From an optimization exercise on the open Yosys and OpenROAD flow, aimed at small area, a short achievable clock period and few clock cycles per item; shortcuts taken in it are not production practice.
RTL that was checked went through simulation tests only; none was proved equivalent to the original.
No activity file was given, so power comes from the tool's default toggle rates.

## csa20_alu
module csa20_alu (
    input  wire        clk,
    input  wire        rst,           
    input  wire        in_valid,
    output wire        in_ready,
    input  wire [3:0]  in_ctl,
    input  wire [19:0] in_a,
    input  wire [19:0] in_b,
    output reg         out_valid,
    output reg  [39:0] out_result,
    output reg         cc_ov,
    output reg         cc_uf,
    output reg         cc_dz
);
Settings: LEC_CHECK=0, CAP_MARGIN=20, CELL_PAD_IN_SITES_DETAIL_PLACEMENT=1, CELL_PAD_IN_SITES_GLOBAL_PLACEMENT=2, CORE_MARGIN=2, CORE_UTILIZATION=40, PLACE_DENSITY=0.5, SLEW_MARGIN=20, TNS_END_PERCENT=100; clock period 12.0 ns.
standard.sh (not shown) runs the stock make flow with config.mk's settings and CLKGATE_MAP_FILE= SYNTH_SCRIPT=/design/flow/synth_recipe.tcl, a recipe that flattens the netlist after the stock synthesis.
==> flow/flow/run.sh <==
#!/bin/bash
set -euo pipefail
export SETUP_SLACK_MARGIN=7.5
export BUFFER_PORTS_ARGS="-buffer_cell sky130_fd_sc_hd__buf_1"
bash standard.sh > standard.log 2>&1
Change:
--- a/flow/design.v
+++ b/flow/design.v
@@ -22,21 +22,20 @@
     reg        drun;         
     reg        dal;          
     reg        dfix;         
     reg        first;        
     reg [3:0]  cnt;          
     reg [3:0]  octl;         
     reg        f_sub;        
     reg        f_cin;        
     reg        f_as;         
     reg [19:0] oa;           
-    reg [19:0] oan;          
     reg [19:0] ob;           
     reg        z1_one, z1_two, z1_neg;      
     reg        z2_one, z2_two, z2_neg, z2_low, zc;
     reg        sa, sb;       
     reg        dzero;        
     reg        rred, rred2;  
     assign in_ready = ready;
     wire in_mul = (in_ctl == OP_MUL);
     wire in_div = (in_ctl == OP_DIV);
     wire in_sub = (in_ctl == OP_SUB);
@@ -45,21 +44,20 @@
     wire [19:0] dx     = in_a ^ {20{in_a[19]}};                  
     wire [19:0] mm     = in_b ^ {20{in_b[19]}};
     wire        m_sml  = (mm[18:3] == 16'd0);                
     wire [2:0]  dskip  = (|mm[18:17]) ? 3'd7 : (|mm[18:15]) ? 3'd6 : (|mm[18:13]) ? 3'd5 :
                          (|mm[18:11]) ? 3'd4 : (|mm[18:9])  ? 3'd3 : (|mm[18:7])  ? 3'd2 :
                          (|mm[18:5])  ? 3'd1 : 3'd0;
     wire [19:0] oa_ld  = in_b ^ {20{in_div & ~in_b[19]}};
     wire [19:0] ob_ld  = in_div ? dx : in_a;
     wire [19:0] hi   = out_result[39:20];
     wire [21:0] oa22 = {{2{oa[19]}}, oa};
-    wire [21:0] oz22 = ~{{2{oan[19]}}, oan};
     wire        dcin = f_cin;                                    
     wire [18:0] rg = first ? 19'd0 : hi[18:0];
     wire [21:0] w  = {1'b0, rg, ob[19], ob[18]};
     wire [19:0] rx    = {1'b0, hi[18:0]};
     wire        rx0   = (hi[18:0] == 19'd0);
     wire        tm1   = ((rx ^ oa) == 20'hFFFFF);        
     wire        inv_q = sa ^ sb;
     wire        inc_q = sb & (sa ? tm1 : rx0);
     reg  [21:0] ax;
     reg         bx_en, bx_inv, cx;
@@ -80,22 +78,22 @@
     csa20_alu_add #(22) add_x (.a(ax), .b(bx), .ci(cx), .s(sx));
     wire [21:0] sy;
     csa20_alu_add #(22) add_y (.a(w), .b({oa22[20:0], dcin}), .ci(dcin), .s(sy));
     function [2:0] booth(input [2:0] t);                     
         booth = {t[1] ^ t[0], (t[2] & ~t[1] & ~t[0]) | (~t[2] & t[1] & t[0]), t[2]};
     endfunction
     wire [2:0] bn0 = booth(ob[5:3]);
     wire [2:0] bn1 = booth(ob[7:5]);
     wire [2:0] bl0 = booth({in_a[1:0], 1'b0});
     wire [2:0] bl1 = booth(in_a[3:1]);
-    wire [21:0] pp0 = (({22{z1_one}} & oz22) | ({22{z1_two}} & {oz22[20:0], 1'b0})) ^ {22{z1_neg}};
-    wire [21:0] pp1 = (({22{z2_one}} & oz22) | ({22{z2_two}} & {oz22[20:0], 1'b0})) ^ {22{z2_neg}};
+    wire [21:0] pp0 = (({22{z1_one}} & oa22) | ({22{z1_two}} & {oa22[20:0], 1'b0})) ^ {22{z1_neg}};
+    wire [21:0] pp1 = (({22{z2_one}} & oa22) | ({22{z2_two}} & {oa22[20:0], 1'b0})) ^ {22{z2_neg}};
     wire [19:0] acc = first ? 20'd0 : hi;
     wire [23:0] z0 = mrun ? {{4{acc[19]}}, acc} : {2'b00, w};
     wire [23:0] z1 = {{2{pp0[21]}}, pp0};
     wire [23:0] z2 = {pp1, z2_low, z2_low};
     wire        zi = z1_neg;                                
     wire [23:0] zs = z0 ^ z1 ^ z2;
     wire [23:0] zk = {(z0[22:0] & z1[22:0]) | (z0[22:0] & z2[22:0]) | (z1[22:0] & z2[22:0]), zc};
     wire [23:0] sz;
     csa20_alu_add #(24) add_z (.a(zs), .b(zk), .ci(zi), .s(sz));
     wire        qh = ~sy[21];
@@ -269,21 +267,20 @@
                 dal   <= 1'b0;
                 drun  <= 1'b1;
                 first <= 1'b0;
             end
             if (dfix) begin
                 out_valid <= 1'b1;
                 cc_dz     <= dzero;
             end
             if (ready) begin
                 oa    <= oa_ld;
-                oan   <= ~oa_ld;
                 octl  <= in_ctl;
                 f_sub <= in_sub;
                 f_cin <= in_sub | (in_div & ~in_b[19]);
                 f_as  <= (in_ctl == OP_ADD) | in_sub;
                 sa    <= in_a[19];
                 sb    <= in_b[19];
                 dzero <= (in_b == 20'd0);
                 if (in_mul) begin
                     {z1_one, z1_two, z1_neg} <= bl0;
                     {z2_one, z2_two, z2_neg} <= bl1;
What happened: The changed run passed the timing, design-rule and antenna checks. Combinational power went up by about 2%. Sequential power went down by 12%. Total power went down by 3.6%. Synthesized area went down by 2.1%. Final area went down by 3.7%. Critical path depth went down by 1. Synthesized cell count went up by 1.3%. Register-to-register slack is better by 0.48 ns. Core utilization went down by 0.70 points. Worst setup slack is better by 0.48 ns. Hold slack is better by 0.10 ns.
Testbench counts after the change, summed over its fixed seeds: cycles 16,474, ops 8,000.
For the first run of this note, only the layout was checked, not whether the RTL still works.

==> re-timing with driven ports <==
How much do the figures lean on ideal ports? The routed layouts below were timed once more, with nothing changed but the port constraints. Step 1 assumes that a clkbuf_16 drives the clock port and a buf_2 every other input. Step 2 adds t to the input delays and takes it off the output delays; t is the mean of the earliest and latest rising clock arrival at the registers after step 1. Input paths then give back, and output paths get back, about the clock's delay inside the block. Three values: no drivers, after step 1, after step 2; two values: the first two.
| run | t (ns) | setup slack, ns | latest minus earliest clock arrival (ns) |
|---|---|---|---|
| the first run | 0.552 | 6.908 / 6.908 / 6.908 | 0.016 / 0.017 |
| the second run | 0.512 | 7.392 / 7.392 / 7.261 | 0.015 / 0.014 |
After both steps setup and hold are still met in every run listed. For the second run, which loses most, drivers alone change the setup slack by 0.000 ns; drivers and shift together by -0.131 ns.
